Background: an optimization exercise with open tools, aiming at small area. Do not read the settings as production practice. Only simulation tests tie the RTL to the original design; equivalence was not proved. No driver is modelled on the clock port, so clocking that relies on it looks cheaper here than on a real chip. No activity file was given, so power comes from the tool's default toggle rates.

## flow/design.v (module list and top-level ports; edited modules follow where they fit)
// module ea_divider: 39 lines
// module ea_aoi222: 3 lines
// module ea_nand2: 3 lines
// module ea_nand3: 3 lines
// module ea_nand4: 3 lines
// module ea_or2: 3 lines
// module ea_or3: 3 lines
// module ea_or4: 3 lines
// module ea_inv: 3 lines
// module ea_rmux: 822 lines
// module ea_engine: 389 lines
module ea_engine (
    input  wire        clk,
    input  wire        rst,
    input  wire        req,
    input  wire        we,
    input  wire [1:0]  space,
    input  wire [7:0]  addr,
    input  wire [31:0] wdata,
    output reg  [31:0] rdata,
    output wire        busy
);
  // ...
==> flow/flow/run.sh <==
#!/bin/bash
# The standard layout (standard.sh: the standard synthesis and ORFS
# flow) with three ORFS options set through the environment:
#  - the buffers ABC inserted are removed at floorplan (REMOVE_ABC_BUFFERS),
#  - ports buffered with the smallest buffer cell,
#  - CTS without dummy balancing loads.
# The whole output goes to standard.log in this folder.
set -uo pipefail
export BUFFER_PORTS_ARGS="-buffer_cell sky130_fd_sc_hd__buf_1"
export CTS_ARGS="-sink_clustering_enable -repair_clock_nets -sink_clustering_size 24 -sink_clustering_max_diameter 80 -buf_list sky130_fd_sc_hd__clkbuf_16 -dont_use_dummy_load"
export REMOVE_ABC_BUFFERS=1
bash standard.sh > standard.log 2>&1
==> flow/standard.sh <==
#!/bin/bash
# synth_recipe.tcl (not shown) runs the flow's synth.tcl, then flattens the netlist and writes it again
# the make line also repeats each setting of config.mk as NAME=value (left out here)
make -C /OpenROAD-flow-scripts/flow DESIGN_CONFIG=/design/flow/config.mk WORK_HOME=/design/flow/orfs CLKGATE_MAP_FILE= SYNTH_SCRIPT=/design/flow/synth_recipe.tcl "${@:-finish}"
==> flow/config.mk <==
export PLATFORM = sky130hd
export DESIGN_NAME = ea_engine
export DESIGN_NICKNAME = ea_engine
export VERILOG_FILES = /design/flow/design.v
export SDC_FILE = /design/flow/constraint.sdc
export NUM_CORES = 4
export LEC_CHECK = 0
export CAP_MARGIN = 15
export CORE_MARGIN = 2
export CORE_UTILIZATION = 70
export CTS_BUF_LIST = sky130_fd_sc_hd__clkbuf_16
export CTS_CLUSTER_DIAMETER = 80
export CTS_CLUSTER_SIZE = 24
export GPL_TIMING_DRIVEN = 0
export SETUP_SLACK_MARGIN = 0.2
export SLEW_MARGIN = 15
export SYNTH_HIERARCHICAL = 1
export SYNTH_MINIMUM_KEEP_SIZE = 0
==> flow/constraint.sdc <==
create_clock -name core_clock -period 12.0 [get_ports {clk}]
set_input_delay 2.4000 -clock core_clock [delete_from_list [all_inputs] [get_ports {clk}]]
set_output_delay 2.4000 -clock core_clock [all_outputs]
set_load 0.01 [all_outputs]
==> run notes, run 1 <==
status=timing/DRC/antenna clean; met3 routed WL=20620 um; initial antenna violation count=5; CP Class=primary input to flip-flop; M1 GR Usage=0.5996; most frequent cells in the layout=edfxtp_1 (734), nand2_1 (256), a222oi_1 (238); Inverters=48; Root Driver=clkbuf_16; Final Instance Area=39910 um2; P_seq=3.44 mW; DRT Wirelength=122500 um; Setup TNS Final=0 ns; multi-input gate share of total cell area=0.3362; Setup WS post-layout=1.141 ns; Synth top area share=0.5846; RR Startpoint=idx[4]$_SDFFE_PP0P_; max cap viols=0; clk sinks=802; DR iter-0 viols=6890; Top delay family on crit path=compound AO/OA/AOI/OAI gates; Seq/total area=0.5863; top_reg_cell synth=edfxtp_1; most common cell in the netlist=edfxtp_1; Pwr Density=163.6 nW/um2; Commonest cells post-synth=edfxtp_1 (734), nand2_1 (257), a222oi_1 (238); WP data required=12.43 ns; core box area=53500 um2; crit start category=primary input; maximum clock frequency=92.09 MHz; die outline area=55740 um2; library cells used by synthesis=88; Finished Layout Cells=3683; reg-to-reg endpoint=sc_a[46]$_DFF_P_; Pre-antenna DRT Iters=15; Worst VDD drop=0.1703 mV; met2 wire length=53560 um; Layout Nets=3103; sequential power share=0.527; largest cell class by area=registers; Cell Area, Synth=37700 um2; gr ovfl total=0
==> inputs of run 2 (changes only) <==
==> flow/flow/run.sh (replaced) <==
#!/bin/bash
# The standard layout (standard.sh: the standard synthesis and ORFS
# flow) with four ORFS options set through the environment:
#  - the buffers ABC inserted are removed at floorplan (REMOVE_ABC_BUFFERS),
#  - ports buffered with the smallest buffer cell,
#  - CTS without dummy balancing loads,
#  - after CTS, flow/post_cts.tcl (POST_CTS_TCL hook): power recovery
#    (downsizing off the critical paths), then slew/cap repair again.
# The whole output goes to standard.log in this folder.
set -uo pipefail
export BUFFER_PORTS_ARGS="-buffer_cell sky130_fd_sc_hd__buf_1"
export CTS_ARGS="-sink_clustering_enable -repair_clock_nets -sink_clustering_size 20 -sink_clustering_max_diameter 80 -buf_list sky130_fd_sc_hd__clkbuf_16 -dont_use_dummy_load"
export REMOVE_ABC_BUFFERS=1
export POST_CTS_TCL="$PWD/flow/post_cts.tcl"
bash standard.sh > standard.log 2>&1
==> flow/flow/post_cts.tcl (new file) <==
# Sourced at the end of ORFS's CTS step (POST_CTS_TCL): downsize gates off
# the critical paths (repair_timing's power recovery), then repair slew and
# capacitance again and legalize the placement.
log_cmd repair_timing -recover_power 100 -setup_margin 0.2 -verbose
log_cmd estimate_parasitics -placement
log_cmd repair_design -slew_margin 15 -cap_margin 15 -verbose
log_cmd detailed_placement
check_placement -verbose
log_cmd estimate_parasitics -placement
report_design_area
--- a/flow/config.mk
+++ b/flow/config.mk
@@ -7,10 +7,10 @@
 export LEC_CHECK = 0
 export CAP_MARGIN = 15
 export CORE_MARGIN = 2
-export CORE_UTILIZATION = 70
+export CORE_UTILIZATION = 60
 export CTS_BUF_LIST = sky130_fd_sc_hd__clkbuf_16
 export CTS_CLUSTER_DIAMETER = 80
-export CTS_CLUSTER_SIZE = 24
+export CTS_CLUSTER_SIZE = 20
 export GPL_TIMING_DRIVEN = 0
 export SETUP_SLACK_MARGIN = 0.2
 export SLEW_MARGIN = 15
==> run 2 against run 1 <==
Power up 1.4%. Global-route usage decreased by 4.9 points. Sequential cell count stayed put. Design area up 0.81%.
==> run notes, run 2 <==
core box area=61940 um2 (+16%); CP Class=flip-flop to flip-flop; RSZ-0062 raised after global routing=false; gr ovfl total=0 (unchanged); Die Wd=254.7 um; CTS clk-pin slew, worst paths=0.09 ns; Syn Inst Count=3003; Hold/Removal Path Class=flip-flop to flip-flop; Commonest cells post-synth=edfxtp_1 (734), nand2_1 (257), a222oi_1 (238); FF-to-FF path depth=26; min-delay src=rx[4][3]$_DFFE_PP_; Routed Antenna Nets=0; placed cell area=39090 um2; library cells used by synthesis=88 (unchanged); maximum clock frequency=91.89 MHz (-0.22%); footprint of the multi-input gates=13370 um2; Total GRT Usage=0.3836; PortBufs=78; Max Slew Vio Count=0; Setup TNS Final=0 ns (unchanged); Slew @ Worst Pin=1.375 ns; Worst VDD drop=0.1482 mV (-13%); Yosys top cell by area=edfxtp_1; Synth area leaders=edfxtp_1 (58%), a222oi_1 (6.3%), dfxtp_1 (3.6%); diode count=0; max cap viols=0 (unchanged); Fillers=4800; DRT Wirelength=125600 um (+2.5%); reg-to-reg endpoint=sc_a[46]$_DFF_P_; register area=23400 um2; Worst setup EP type=flip-flop; vias=28494; status=timing/DRC/antenna clean; global-route wire length before repair=179600 um; CP max FO=20; DRC viols=0; Initial Util=0.6087; Worst Hold Depth=0; GP Congestion=1.015; Pwr Density=164.6 nW/um2 (+0.57%); Clock Latency Late Sink=0.65 ns; largest net degree at the start of global routing=50; clk sinks=802 (unchanged); max incr delay on CP=0.91 ns; Final Hold Fails=0; Synth top area share=0.5846 (unchanged); Yosys warnings=8; Pre-antenna DRT Iters=14 (-1); TritonCTS clock tree=built; Syn Area/Cell=12.56 um2; top_reg_cell synth=edfxtp_1; final period utilization=0.9069; Util after Layout=0.6496; RR Startpoint=idx[2]$_SDFFE_PP0P_; FF-to-FF setup slack=1.12 ns; layout cells sized above 1=0.06578; die height=254.7 um; DR iter-0 viols=5488 (-20%); post-layout min period=10.88 ns; max reg flops=168; crit start category=flip-flop; die outline area=64860 um2 (+16%); most common cell in the netlist=edfxtp_1; Slew HR=0.08324; WP data arrival=11.30 ns; commonest non-fill, non-tap cell in the layout=edfxtp_1; hold path endpoint=fld_w32[11]$_DFFE_PP_; Seq/Total Area, Yosys=0.6207; area delta synth->final=6.716%; # rows=91; most frequent cells in the layout=edfxtp_1 (734), nand2_1 (257), a222oi_1 (238); WP data required=12.42 ns (about the same); drt wl/cell=32.64 um; Clock Skews=0.09649 ns; Layout Nets=3128 (+0.81%); vias in the first global route=26340; slowest CP cell=a222oi_1; via/cell ratio=7.407; Leak=13.36 nW; FFs w/ async S/R, synth=0; DP HPWL=90670 um; most used cell, CP=o21ai_0; number of synthesized register bits=802; I/O Pins=79; Final Instance Area=40240 um2 (+0.81%); final setup fails=0; initial antenna violation count=2 (-3); EDFF count, synth=734; Cell Area, Synth=37700 um2 (unchanged)
run 2: cells by family after synthesis:
group / after synthesis / share of synthesized area
AND/OR/NAND/NOR: 1010 / 0.1411
flip-flops: 802 / 0.6207
XOR/XNOR: 94 / 0.02184
buffers and inverters: 232 / 0.02784
adder cells (fa/ha/maj): 70 / 0.02363
AO/OA/AOI/OAI: 734 / 0.1481
multiplexers: 61 / 0.01682
run 2: area by class of cell:
| class | instances | share of cell area |
|---|---|---|
| multi-input combinational | 1969 | 0.3322 |
| timing repair buffer | 142 | 0.02519 |
| clock buffer | 49 | 0.03047 |
| tap | 837 | 0.02603 |
| inverter | 48 | 0.004478 |
| sequential | 802 | 0.5816 |
run 2: worst max path at each step:
stage / end / startpoint / slack [ns]
after floorplan: sc_a[48]$_DFF_P_ / addr[3] / 2.00
after global placement: sc_a[48]$_DFF_P_ / addr[3] / -3.84
after detailed placement: sc_a[46]$_DFF_P_ / addr[2] / 1.10
after global routing: sc_a[45]$_DFF_P_ / idx[2]$_SDFFE_PP0P_ / 0.84
final: sc_a[46]$_DFF_P_ / idx[2]$_SDFFE_PP0P_ / 1.12
run 2: power by group:
group,leakage (nW),total (mW),switching [mW],internal (mW)
combinational,5.33,1.60,1.02,0.577
sequential,7.43,3.43,0.234,3.20
clock,0.604,1.59,0.871,0.722
run 2: Yosys stat by module, one instance, submodules excluded:
| module | flops+latches | area, um2 |
|---|---|---|
| ea_or4 | 0 | 7.507 |
| ea_nand4 | 0 | 6.256 |
| ea_or3 | 0 | 6.256 |
| ea_rmux | 0 | 1084 |
| ea_divider | 0 | 4185 |
| ea_or2 | 0 | 6.256 |
| ea_nand3 | 0 | 5.005 |
| ea_nand2 | 0 | 3.754 |
| ea_engine | 802 | 29330 |
| ea_aoi222 | 0 | 10.01 |
run 2: metrics by stage:
step	hold slack (ns)	total power, mW	instances	worst slack, ns
after floorplan	0.4252	4.420	2819	1.999
after global placement	0.4422	4.940	3734	-3.841
after detailed placement	0.4355	5.005	3785	1.096
after global routing	0.4616	6.828	3847	0.8431
final	0.4572	6.622	3847	1.117
run 2: critical path: cells and delay by family, from the launching register on:
family	cells	cell delay, ns
AOI/OAI and AO/OA	11	4.04
xor gates and xnor gates	1	0.32
adders and majority gates	2	0.74
buffers and inverters	2	0.29
DFF	1	0.90
and+or+nand+nor	10	4.31
run 2: metal layers:
metal	global-route usage	part of all wire	vias up
met3	0.1022	0.14	275
met2	0.5876	0.45	2092
met4	0.1093	0.034	0
li1	-	-	12023
met5	0	0	-
met1	0.5428	0.38	14104
==> inputs of run 3 (changes only) <==
--- a/flow/flow/run.sh
+++ b/flow/flow/run.sh
@@ -9,7 +9,7 @@
 # The whole output goes to standard.log in this folder.
 set -uo pipefail
 export BUFFER_PORTS_ARGS="-buffer_cell sky130_fd_sc_hd__buf_1"
-export CTS_ARGS="-sink_clustering_enable -repair_clock_nets -sink_clustering_size 20 -sink_clustering_max_diameter 80 -buf_list sky130_fd_sc_hd__clkbuf_16 -dont_use_dummy_load"
+export CTS_ARGS="-sink_clustering_enable -repair_clock_nets -sink_clustering_size 22 -sink_clustering_max_diameter 80 -buf_list sky130_fd_sc_hd__clkbuf_16 -dont_use_dummy_load"
 export REMOVE_ABC_BUFFERS=1
 export POST_CTS_TCL="$PWD/flow/post_cts.tcl"
 bash standard.sh > standard.log 2>&1
--- a/flow/config.mk
+++ b/flow/config.mk
@@ -7,10 +7,10 @@
 export LEC_CHECK = 0
 export CAP_MARGIN = 15
 export CORE_MARGIN = 2
-export CORE_UTILIZATION = 60
+export CORE_UTILIZATION = 70
 export CTS_BUF_LIST = sky130_fd_sc_hd__clkbuf_16
 export CTS_CLUSTER_DIAMETER = 80
-export CTS_CLUSTER_SIZE = 20
+export CTS_CLUSTER_SIZE = 22
 export GPL_TIMING_DRIVEN = 0
 export SETUP_SLACK_MARGIN = 0.2
 export SLEW_MARGIN = 15
==> run 3 against run 2 <==
Via count rose by 3.6%. Worst setup slack got worse by 0.22 ns. Non-clock buffer count shrank 3. Clock skew decreased by 0.018 ns. Critical path type unchanged.
==> run notes, run 3 <==
Post-Synth XOR/XNOR Area=0.02184 (unchanged); Clock Skews=0.07821 ns (-0.01828 ns); CP max FO=19 (-5.0%); most common cell in the netlist=edfxtp_1; RSZ-0062 raised after global routing=false; Total GRT Usage=0.4411 (+0.05757); final setup fails=0 (unchanged); Max Slew Vio Count=0 (unchanged); Cell Area, Synth=37700 um2 (unchanged); via/cell ratio=7.978 (+7.7%); Clock Latency Late Sink=0.64 ns (about the same); DP HPWL=87650 um (-3.3%); Yosys warnings=8 (unchanged); TritonCTS clock tree=built; Fillers=3423 (-29%); crit start category=flip-flop; post-synthesis mux area share=0.01682 (unchanged); library cells used by synthesis=88 (unchanged); Commonest cells post-synth=edfxtp_1 (734), nand2_1 (257), a222oi_1 (238); global-route wire length before repair=179800 um (about the same); Die Wd=236.1 um (-7.3%); initial antenna violation count=5 (+3); Synth Area in Adders=0.02363 (unchanged); Synth top area share=0.5846 (unchanged); Seq/Total Area, Yosys=0.6207 (unchanged); footprint of the multi-input gates=13380 um2 (about the same); largest net degree at the start of global routing=50 (unchanged); vias=29534 (+3.6%); DRC viols=0 (unchanged); Final Hold Fails=0 (unchanged); status=timing/DRC/antenna clean; Synth area leaders=edfxtp_1 (58%), a222oi_1 (6.3%), dfxtp_1 (3.6%); GP Congestion=1.037 (+2.1%); Hold/Removal Path Class=flip-flop to flip-flop; max reg flops=168 (unchanged); Initial Util=0.7048 (+0.09609); layout cells sized above 1=0.06427 (-0.001512); largest family of logic cells by synthesized area=compound AO/OA/AOI/OAI gates; die outline area=55740 um2 (-14%); Slew HR=0.06359 (-0.01964); commonest non-fill, non-tap cell in the layout=edfxtp_1; Synth Area in Compound Gates=0.1481 (unchanged); DRT Wirelength=124200 um (-1.1%); Worst setup EP type=flip-flop; area delta synth->final=5.840%; die height=236.1 um (-7.3%); I/O Pins=79 (unchanged); CTS clk-pin slew, worst paths=0.09 ns (about the same); Hold WS=0.4585 ns (+0.001298 ns); Routed Antenna Nets=0 (unchanged); register area=23400 um2 (unchanged); Finished Layout Cells=3702 (-3.8%); top_reg_cell synth=edfxtp_1; Yosys top cell by area=edfxtp_1; final period utilization=0.9250 (+0.01805); gr ovfl total=0 (unchanged); maximum clock frequency=90.09 MHz (-2.0%); FFs w/ async S/R, synth=0 (unchanged); drt wl/cell=33.54 um (+2.8%); max incr delay on CP=0.97 ns (+0.06 ns); Slew @ Worst Pin=1.405 ns (+0.02946 ns); # rows=85 (-6.6%); most frequent cells in the layout=edfxtp_1 (734), nand2_1 (256), a222oi_1 (238); Syn Inst Count=3003 (unchanged); Worst VDD drop=0.1994 mV (+35%); clk sinks=802 (unchanged); Syn Area/Cell=12.56 um2 (unchanged); max cap viols=0 (unchanged); WP buf/inv=3 (+1); PortBufs=78 (unchanged); placed insts=3638 (-3.9%); Top delay family on crit path=simple AND/OR/NAND/NOR gates; WP data arrival=11.51 ns (+0.21 ns); Pre-antenna DRT Iters=14 (unchanged); DR iter-0 viols=6750 (+23%); Layout Nets=3121 (-0.22%); Synth Area in Simple Gates=0.1411 (unchanged); post-layout min period=11.10 ns (+0.2166 ns); number of synthesized register bits=802 (unchanged); Leak=13.27 nW (-0.65%); EDFF count, synth=734 (unchanged); Pwr Density=164.6 nW/um2 (about the same); WP data required=12.41 ns (about the same); vias in the first global route=27128 (+3.0%); CP Class=flip-flop to flip-flop; core box area=53500 um2 (-14%); slowest CP cell=o221ai_1
==> run 3: cell counts after synthesis <==
No cell type changed its count.
==> run 3: path summary, 6_finish.rpt <==
check | start | cells after the start | slack [ns] | end
max | idx[4]$_SDFFE_PP0P_ | 27 | 0.90 | sc_a[46]$_DFF_P_
min | rx[5][3]$_DFFE_PP_ | 0 | 0.46 | fld_w32[19]$_DFFE_PP_
max reg2reg | idx[4]$_SDFFE_PP0P_ | 27 | 0.90 | sc_a[46]$_DFF_P_
min reg2reg | rx[5][3]$_DFFE_PP_ | 0 | 0.46 | fld_w32[19]$_DFFE_PP_
==> run 3: metal layers <==
metal,up-vias,global-route usage,part of all wire
li1,12022,-,-
met1,14145,0.6001,0.34
met2,2911,0.6556,0.44
met3,454,0.1429,0.17
met4,2,0.1965,0.053
met5,-,0,0.00010
==> run 3: per-module statistics from Yosys, one instance, submodules excluded <==
module | cells | copies in the design | flops+latches | area, um2
ea_aoi222 | 1 | 238 | 0 | 10.01
ea_divider | 673 | 1 | 0 | 4185
ea_engine | 1800 | 1 | 802 | 29330
ea_nand2 | 1 | 48 | 0 | 3.754
ea_nand3 | 1 | 18 | 0 | 5.005
ea_nand4 | 1 | 46 | 0 | 6.256
ea_or2 | 1 | 8 | 0 | 6.256
ea_or3 | 1 | 5 | 0 | 6.256
ea_or4 | 1 | 11 | 0 | 7.507
ea_rmux | 156 | 1 | 0 | 1084
==> run 3: stage by stage <==
| stage | setup TNS (ns) | power, mW | utilization | setup WS [ns] | area [um2] |
|---|---|---|---|---|---|
| 2_1_floorplan | 0 | 4.420 | - | 1.999 | 36840 |
| 3_3_place_gp | -72.54 | 4.946 | 0.7103 | -3.276 | 38000 |
| 3_5_place_dp | 0 | 5.014 | 0.7259 | 1.112 | 38830 |
| 5_1_grt | 0 | 6.742 | 0.7459 | 0.9131 | 39900 |
| 6_report | 0 | 6.569 | 0.7460 | 0.9005 | 39910 |
==> run 3: kinds of logic after synthesis <==
kind of cell    count (synthesis)
compound gates                734
xor+xnor                       94
fa+ha+maj                      70
buf+inv                       232
flops                         802
mux                            61
simple gates                 1010
==> run 3: power breakdown <==
| group | switching, mW | total [mW] | internal (mW) |
|---|---|---|---|
| Clock | 0.847 | 1.51 | 0.667 |
| Sequential | 0.240 | 3.44 | 3.20 |
| Combinational | 1.04 | 1.62 | 0.577 |
| Total | 2.13 | 6.57 | 4.44 |
==> run 3: cell type report <==
cell class | instances | area share
well taps | 696 | 0.02182
inverters | 48 | 0.004515
repair buffers | 139 | 0.02361
clock buffers | 45 | 0.02822
diodes | 3 | 0.0001881
multi-input cells | 1969 | 0.3352
flip-flops and latches | 802 | 0.5864
==> inputs of run 4 (changes only) <==
--- a/flow/flow/post_cts.tcl
+++ b/flow/flow/post_cts.tcl
@@ -3,7 +3,7 @@
 # capacitance again and legalize the placement.
 log_cmd repair_timing -recover_power 100 -setup_margin 0.2 -verbose
 log_cmd estimate_parasitics -placement
-log_cmd repair_design -slew_margin 15 -cap_margin 15 -verbose
+log_cmd repair_design -slew_margin 12 -cap_margin 12 -verbose
 log_cmd detailed_placement
 check_placement -verbose
 log_cmd estimate_parasitics -placement
--- a/flow/config.mk
+++ b/flow/config.mk
@@ -5,7 +5,7 @@
 export SDC_FILE = /design/flow/constraint.sdc
 export NUM_CORES = 4
 export LEC_CHECK = 0
-export CAP_MARGIN = 15
+export CAP_MARGIN = 12
 export CORE_MARGIN = 2
 export CORE_UTILIZATION = 70
 export CTS_BUF_LIST = sky130_fd_sc_hd__clkbuf_16
@@ -13,6 +13,6 @@
 export CTS_CLUSTER_SIZE = 22
 export GPL_TIMING_DRIVEN = 0
 export SETUP_SLACK_MARGIN = 0.2
-export SLEW_MARGIN = 15
+export SLEW_MARGIN = 12
 export SYNTH_HIERARCHICAL = 1
 export SYNTH_MINIMUM_KEEP_SIZE = 0
==> run 4 against run 3 <==
Sequential cell count is the same. Core utilization is essentially flat. Worst hold slack lost 0.0050 ns. Critical path type unchanged. Worst setup slack gained 0.063 ns. Critical path depth is the same. Final cell count is essentially flat. Still clean. Sequential share of layout area is essentially flat.
==> run notes, run 4 <==
CTS clk-pin slew, worst paths=0.09 ns (about the same); Slew HR=0.05003 (-0.01356); Die Wd=236.1 um (unchanged); Seq/Total Area, Yosys=0.6207 (unchanged); I/O Pins=79 (unchanged); Worst VDD drop=0.1474 mV (-26%); GP Congestion=1.037 (unchanged); RSZ-0062 raised after global routing=false; Worst Hold Depth=0 (unchanged); DR iter-0 viols=6723 (-0.40%); pre-CTS WS=1.088 ns (-0.02401 ns); Layout Nets=3114 (-0.22%); FFs w/ async S/R, synth=0 (unchanged); vias=29445 (-0.30%); Initial Util=0.7048 (unchanged); max incr delay on CP=0.92 ns (-0.05 ns); global-route wire length before repair=177200 um (-1.4%); Syn Area/Cell=12.56 um2 (unchanged); Clock Skews=0.07531 ns (-0.002905 ns); final setup fails=0 (unchanged); CP startpoint=idx[2]$_SDFFE_PP0P_; Pwr Density=164.7 nW/um2 (about the same); gr ovfl total=0 (unchanged); Final Hold Fails=0 (unchanged); Worst setup EP type=flip-flop; max reg flops=168 (unchanged); Pre-antenna DRT Iters=11 (-3); via/cell ratio=7.956 (-0.27%); largest net degree at the start of global routing=65 (+30%); most common cell in the netlist=edfxtp_1; drt wl/cell=33.23 um (-0.94%); initial antenna violation count=6 (+1); hold path endpoint=fld_w32[19]$_DFFE_PP_; footprint of the multi-input gates=13390 um2 (about the same); status=timing/DRC/antenna clean; max cap viols=0 (unchanged); most used cell, CP=o21ai_0; Yosys warnings=8 (unchanged); WP data arrival=11.44 ns (-0.07 ns); DRC viols=0 (unchanged); slowest CP cell=dfxtp_1; die outline area=55740 um2 (unchanged); layout cells sized above 1=0.06242 (-0.001853); WP data required=12.41 ns (about the same); Util after Layout=0.7457 (about the same); CP max FO=20 (+1); Routed Antenna Nets=0 (unchanged); Top delay family on crit path=simple AND/OR/NAND/NOR gates; Hold WS=0.4535 ns (-0.004963 ns); Commonest cells post-synth=edfxtp_1 (734), nand2_1 (257), a222oi_1 (238); Slew @ Worst Pin=1.425 ns (+0.02035 ns); RR Startpoint=idx[2]$_SDFFE_PP0P_; top_reg_cell synth=edfxtp_1; TritonCTS clock tree=built; crit start category=flip-flop; Syn Inst Count=3003 (unchanged); clk sinks=802 (unchanged); reg-to-reg endpoint=sc_a[42]$_DFF_P_; core box area=53500 um2 (unchanged); FF-to-FF path depth=27 (unchanged); PortBufs=78 (unchanged); Fillers=3456 (+0.96%); WP buf/inv=3 (unchanged); Leak=13.24 nW (-0.22%); # rows=85 (unchanged); Max Slew Vio Count=0 (unchanged); FF-to-FF setup slack=0.96 ns (+0.06 ns); DRT Wirelength=123000 um (-0.97%); EDFF count, synth=734 (unchanged); DP HPWL=87240 um (-0.47%); Clock Latency Late Sink=0.64 ns (about the same); final period utilization=0.9197 (-0.005258); most frequent cells in the layout=edfxtp_1 (734), nand2_1 (256), a222oi_1 (238); library cells used by synthesis=88 (unchanged); Hold/Removal Path Class=flip-flop to flip-flop; Setup TNS Final=0 ns (unchanged); Yosys top cell by area=edfxtp_1; number of synthesized register bits=802 (unchanged); Synth top area share=0.5846 (unchanged); Synth area leaders=edfxtp_1 (58%), a222oi_1 (6.3%), dfxtp_1 (3.6%); commonest non-fill, non-tap cell in the layout=edfxtp_1; area delta synth->final=5.801% (about the same); Total GRT Usage=0.4339 (-0.007229); die height=236.1 um (unchanged); post-layout min period=11.04 ns (-0.06310 ns); vias in the first global route=27155 (+0.10%); register area=23400 um2 (unchanged); Cell Area, Synth=37700 um2 (unchanged); maximum clock frequency=90.61 MHz (+0.57%); CP Class=flip-flop to flip-flop; Setup WS post-layout=0.9636 ns (+0.06310 ns); min-delay src=rx[5][3]$_DFFE_PP_
==> run 4: cell counts after synthesis <==
Identical to the previous run, type by type.
==> run 4: final cells by class <==
| cell class | instances | share of cell area |
|---|---|---|
| Clock buffer | 44 | 0.02760 |
| Multi-Input combinational cell | 1969 | 0.3355 |
| Tap cell | 696 | 0.02183 |
| Timing Repair Buffer | 133 | 0.02330 |
| Sequential cell | 802 | 0.5866 |
| Antenna cell | 9 | 0.0005646 |
| Inverter | 48 | 0.004517 |
==> run 4: worst max path at each step <==
stage | endpoint | slack, ns | cells past startpoint
after floorplan | sc_a[48]$_DFF_P_ | 2.00 | 21
after detailed placement | sc_a[42]$_DFF_P_ | 1.09 | 24
after global placement | sc_a[48]$_DFF_P_ | -3.28 | 22
final | sc_a[42]$_DFF_P_ | 0.96 | 27
after global routing | sc_a[42]$_DFF_P_ | 0.85 | 27
==> run 4: routing by layer <==
metal	part of all wire	GRT usage	vias up
li1	-	-	12008
met1	0.34	0.5930	13970
met2	0.44	0.6452	2965
met3	0.17	0.1414	498
met4	0.053	0.1853	4
met5	0.00024	0	-
==> run 4: per-stage QoR <==
step	total power, mW	cells	cell area [um2]
finish	6.568	3701	39890
global route	6.737	3693	39870
detailed placement	5.020	3632	38740
global placement	4.946	3593	38000
floorplan	4.420	2819	36840
==> run 4: where the power goes <==
group / total [mW] / leakage (nW) / internal, mW / switching [mW]
logic: 1.63 / 5.27 / 0.585 / 1.04
clock network: 1.50 / 0.542 / 0.653 / 0.846
registers: 3.44 / 7.43 / 3.20 / 0.240
total: 6.57 / 13.2 / 4.44 / 2.13
==> run 4: worst reg2reg max path, stage by stage (launching register included) <==
cell and delay, ns:
dfxtp_1 0.92, or3_1 0.36, nor2_1 0.09, and2_1 0.28
or4_1 0.53, or2_2 0.36, o221ai_2 0.56, clkbuf_1 0.57
or4_1 0.76, nor3_4 0.25, buf_8 0.27, a222oi_1 0.56
nand4_1 0.25, or4_1 0.72, or2_1 0.58, o21ai_0 0.37
fa_1 0.32, inv_1 0.08, fa_1 0.43, a211oi_1 0.27
o21ai_0 0.24, o21a_1 0.25, a221o_1 0.34, a211oi_1 0.50
o21ai_0 0.23, xnor2_1 0.43, o21ai_0 0.15, a2bb2oi_1 0.15
==> run 4: cells by family after synthesis <==
kind of cell / share of synthesized area
and+or+nand+nor: 0.1411
DFF: 0.6207
AOI/OAI and AO/OA: 0.1481
buffers and inverters: 0.02784
xor gates and xnor gates: 0.02184
adders and majority gates: 0.02363
muxes: 0.01682
==> run 4: Yosys stat by module, one instance, submodules excluded <==
| module | cells | flip-flops and latches | times used |
|---|---|---|---|
| ea_nand2 | 1 | 0 | 48 |
| ea_nand3 | 1 | 0 | 18 |
| ea_or3 | 1 | 0 | 5 |
| ea_engine | 1800 | 802 | 1 |
| ea_or4 | 1 | 0 | 11 |
| ea_divider | 673 | 0 | 1 |
| ea_aoi222 | 1 | 0 | 238 |
| ea_or2 | 1 | 0 | 8 |
| ea_rmux | 156 | 0 | 1 |
| ea_nand4 | 1 | 0 | 46 |

[static timing again, ports no longer ideal]
In the flow no input, the clock included, has a driving cell. The finished layouts below were timed again as built, in two steps. Step 1 (the two cells are an assumption about what drives the block):
set clk [get_ports {clk}]
set_driving_cell -lib_cell sky130_fd_sc_hd__clkbuf_16 $clk
set_driving_cell -lib_cell sky130_fd_sc_hd__buf_2 [delete_from_list [all_inputs] $clk]
Step 2 times the ports against the registers' clock, not the clock port: input delays grow and output delays shrink by t, the midpoint of the rising clock arrivals with the driver on. a / b / c = ideal / step 1 / step 2; a / b = the first two.
run | t (ns) | setup slack, ns | worst hold slack (ns) | worst setup path at the end
run 1 | 0.651 | 1.141 / 1.173 / 0.522 | 0.462 / 0.462 / 0.462 | input to register
run 2 | 0.671 | 1.117 / 1.117 / 0.597 | 0.457 / 0.457 / 0.457 | input to register
run 3 | 0.661 | 0.900 / 0.900 / 0.384 | 0.458 / 0.458 / 0.458 | input to register
run 4 | 0.657 | 0.964 / 0.964 / 0.483 | 0.454 / 0.454 / 0.454 | input to register
After both steps every run listed still meets setup and hold. For run 1, which loses most, drivers alone change the setup slack by +0.032 ns; drivers and shift together by -0.619 ns.
